What follows belongs to an exercise in optimizing a design on an open flow for small area, a short achievable clock period and few clock cycles; a production flow would make more cautious choices.
Function was checked by simulation only, so behaviour that the tests miss may differ from the original.
No activity file was given, so power comes from the tool's default toggle rates.

Design trb_palette, start of the top module:
module trb_palette (
    input  wire        clk,
    input  wire        rst,           
    input  wire        start,         
    input  wire [31:0] cmd,           
    output reg         busy,
    output reg         done,
    output reg         err,
    output reg  [3:0]  errcode,
    output reg  [31:0] err_info,
    output reg         pal_valid,
    output wire [9:0]  pal_count,
    output wire [23:0] lut_rgb,
    output reg         fb_rd,
    output wire [9:0]  fb_addr,
    input  wire [7:0]  fb_rdata,
    output reg         rgb_we,
    output wire [9:0]  rgb_addr,
    output wire [23:0] rgb_wdata
);
Size in the first run: ~89 flip-flops, roughly 160 I/O pins, ~5000 um2 of cells after synthesis.
Settings: LEC_CHECK=0, ABC_AREA=1, CAP_MARGIN=20, CORE_MARGIN=2, CORE_UTILIZATION=60, CTS_BUF_LIST=sky130_fd_sc_hd__clkbuf_4 sky130_fd_sc_hd__clkbuf_8, SLEW_MARGIN=20, SYNTH_MEMORY_MAX_BITS=16384; clock period 25.0 ns.
standard.sh (not shown) runs the stock make flow with config.mk's settings and CLKGATE_MAP_FILE= SYNTH_SCRIPT=/design/flow/synth_recipe.tcl, a recipe that flattens the netlist after the stock synthesis.
==> flow/flow/run.sh <==
#!/bin/bash
# Layout flow: the standard ORFS flow with two changes.
#  1. Synthesis is the standard synthesis (standard.sh synth, same
#     synth_recipe.tcl, same registers), but ABC maps the combinational logic
#     with flow/abc.script (area-recovering mapping) in place of ORFS's
#     abc_area.script, and adders are left to ABC (ADDER_MAP_FILE empty)
#     rather than mapped to fa/ha cells beforehand.
#  2. Port buffers are sky130_fd_sc_hd__buf_1 (buffer_ports -buffer_cell).
#  3. repair_timing aims at a setup slack of 19 ns (SETUP_SLACK_MARGIN), so
#     it sizes and buffers the paths that set the achieved period.
#  4. Clock tree: larger sink clusters and no dummy loads (CTS_ARGS).
# Everything else (floorplan, tap cells, PDN, placement, CTS, routing,
# finish) is standard.sh unchanged.  Each step logs to its own file here.
set -euo pipefail
W=$(pwd)
rm -rf "$W/scripts_abc"
cp -r "$FLOW_HOME/scripts" "$W/scripts_abc"
cp "$W/flow/abc.script" "$W/scripts_abc/abc_area.script"
bash standard.sh ABC_AREA=1 SCRIPTS_DIR="$W/scripts_abc" ADDER_MAP_FILE= synth > "$W/flow_synth.log" 2>&1
bash standard.sh "BUFFER_PORTS_ARGS=-buffer_cell sky130_fd_sc_hd__buf_1" SETUP_SLACK_MARGIN=19 \
  "CTS_ARGS=-sink_clustering_enable -repair_clock_nets -dont_use_dummy_load -sink_clustering_size 30 -sink_clustering_max_diameter 80 -buf_list {sky130_fd_sc_hd__clkbuf_4 sky130_fd_sc_hd__clkbuf_8}" \
  finish > "$W/flow_layout.log" 2>&1
test -s "$W/out/final.def"
==> flow/flow/abc.script <==
strash
dc2
balance
rewrite
refactor
balance
rewrite
rewrite -z
balance
refactor -z
rewrite -z
balance
dc2
balance
rewrite
refactor
balance
rewrite
rewrite -z
balance
refactor -z
rewrite -z
balance
dch -f
map -a
strash
dch -f
map -a
topo
Testbench counts at the start, summed over its fixed seeds: cycles 46,440.
Edit:
--- a/flow/flow/run.sh
+++ b/flow/flow/run.sh
@@ -20,3 +20,3 @@
 bash standard.sh "BUFFER_PORTS_ARGS=-buffer_cell sky130_fd_sc_hd__buf_1" SETUP_SLACK_MARGIN=19 \
-  "CTS_ARGS=-sink_clustering_enable -repair_clock_nets -dont_use_dummy_load -sink_clustering_size 30 -sink_clustering_max_diameter 80 -buf_list {sky130_fd_sc_hd__clkbuf_4 sky130_fd_sc_hd__clkbuf_8}" \
+  "CTS_ARGS=-sink_clustering_enable -repair_clock_nets -dont_use_dummy_load -sink_clustering_size 30 -sink_clustering_max_diameter 80 -root_buf sky130_fd_sc_hd__clkbuf_16 -buf_list {sky130_fd_sc_hd__clkbuf_8 sky130_fd_sc_hd__clkbuf_16}" \
   finish > "$W/flow_layout.log" 2>&1
--- a/flow/flow/abc.script
+++ b/flow/flow/abc.script
@@ -24,6 +24,3 @@
 dch -f
-map -a
-strash
-dch -f
-map -a
+amap -m
 topo
The new run ran to the end with no violations.
Via count fell by 3.3%.
Synthesized area goes down by 2.3%.
Clock skew drops by 25 ps.
Design area shrinks by 0.69%.
Final cell count goes down by about 8%.
Die area is lower by about 2.2%.
Count of clock-buffer cells in the layout is unchanged.
Sequential power is about the same.
Routed wire length came out lower by 2.8%.
Clock power rose by 44%.
Total power rose by about 16%.
Edit:
--- a/flow/flow/run.sh
+++ b/flow/flow/run.sh
@@ -20,3 +20,3 @@
 bash standard.sh "BUFFER_PORTS_ARGS=-buffer_cell sky130_fd_sc_hd__buf_1" SETUP_SLACK_MARGIN=19 \
-  "CTS_ARGS=-sink_clustering_enable -repair_clock_nets -dont_use_dummy_load -sink_clustering_size 30 -sink_clustering_max_diameter 80 -root_buf sky130_fd_sc_hd__clkbuf_16 -buf_list {sky130_fd_sc_hd__clkbuf_8 sky130_fd_sc_hd__clkbuf_16}" \
+  "CTS_ARGS=-sink_clustering_enable -repair_clock_nets -dont_use_dummy_load -sink_clustering_size 30 -sink_clustering_max_diameter 80 -buf_list {sky130_fd_sc_hd__clkbuf_4 sky130_fd_sc_hd__clkbuf_8}" \
   finish > "$W/flow_layout.log" 2>&1
Effect:
- The changed run produced a clean layout
- routed wire length goes down by about 1.5%
- fmax hardly moves
- synthesized cell count stays the same
- power goes down by 8.9%
Edit:
--- a/flow/flow/run.sh
+++ b/flow/flow/run.sh
@@ -9,3 +9,3 @@
 #  3. repair_timing aims at a setup slack of 19 ns (SETUP_SLACK_MARGIN), so
-#     it sizes and buffers the paths that set the achieved period.
+#     it sizes the cells on the paths that set the achieved period.
 #  4. Clock tree: larger sink clusters and no dummy loads (CTS_ARGS).
@@ -19,3 +19,3 @@
 bash standard.sh ABC_AREA=1 SCRIPTS_DIR="$W/scripts_abc" ADDER_MAP_FILE= synth > "$W/flow_synth.log" 2>&1
-bash standard.sh "BUFFER_PORTS_ARGS=-buffer_cell sky130_fd_sc_hd__buf_1" SETUP_SLACK_MARGIN=19 \
+bash standard.sh "BUFFER_PORTS_ARGS=-buffer_cell sky130_fd_sc_hd__buf_1" SETUP_SLACK_MARGIN=19 SETUP_MOVE_SEQUENCE=unbuffer,sizeup,swap \
   "CTS_ARGS=-sink_clustering_enable -repair_clock_nets -dont_use_dummy_load -sink_clustering_size 30 -sink_clustering_max_diameter 80 -buf_list {sky130_fd_sc_hd__clkbuf_4 sky130_fd_sc_hd__clkbuf_8}" \
The new run passed the timing, DRC and antenna checks.
Final cell count is unchanged.
Power stays the same.
Routed wire length stays the same.
Via count does not change.
Critical path depth stays the same.
Non-clock buffer count does not change.
Worst setup slack stays the same.
Design area does not change.
Combinational power is about the same.
Sequential power hardly moves.
Worst hold slack does not change.

[port drivers added, routing unchanged]
The flow's constraints put no driver on any port. The routed layouts listed below were extracted and timed again, unchanged, in two steps. Step 1: set_driving_cell puts a clkbuf_16 on clk and a buf_2 on each other input, an assumption about the parent block. Step 2 adds t to the input delays and takes it off the output delays; t is the mean of the earliest and latest rising clock arrival at the registers after step 1. Input paths then give back, and output paths get back, about the clock's delay inside the block. Slacks: no drivers / after step 1 / after step 2; pairs: no drivers / after step 1.
| run | t, ns | slack for setup (ns) | worst setup path after step 2 | slew at the worst register clock pin (ns) | cell pins on the clock port's net |
|---|---|---|---|---|---|
| the first run | 0.377 | 19.036 / 19.000 / 18.726 | input to register | 0.10 / 0.10 | 1 |
| the second run | 0.373 | 19.015 / 18.979 / 18.887 | input to register | 0.07 / 0.07 | 1 |
| the third run | 0.385 | 19.031 / 18.996 / 18.898 | input to register | 0.10 / 0.10 | 1 |
| the fourth run | 0.385 | 19.031 / 18.996 / 18.898 | input to register | 0.10 / 0.10 | 1 |
After both steps setup and hold are still met in every run listed. For the first run, which loses most, drivers alone change the setup slack by -0.036 ns; drivers and shift together by -0.310 ns.
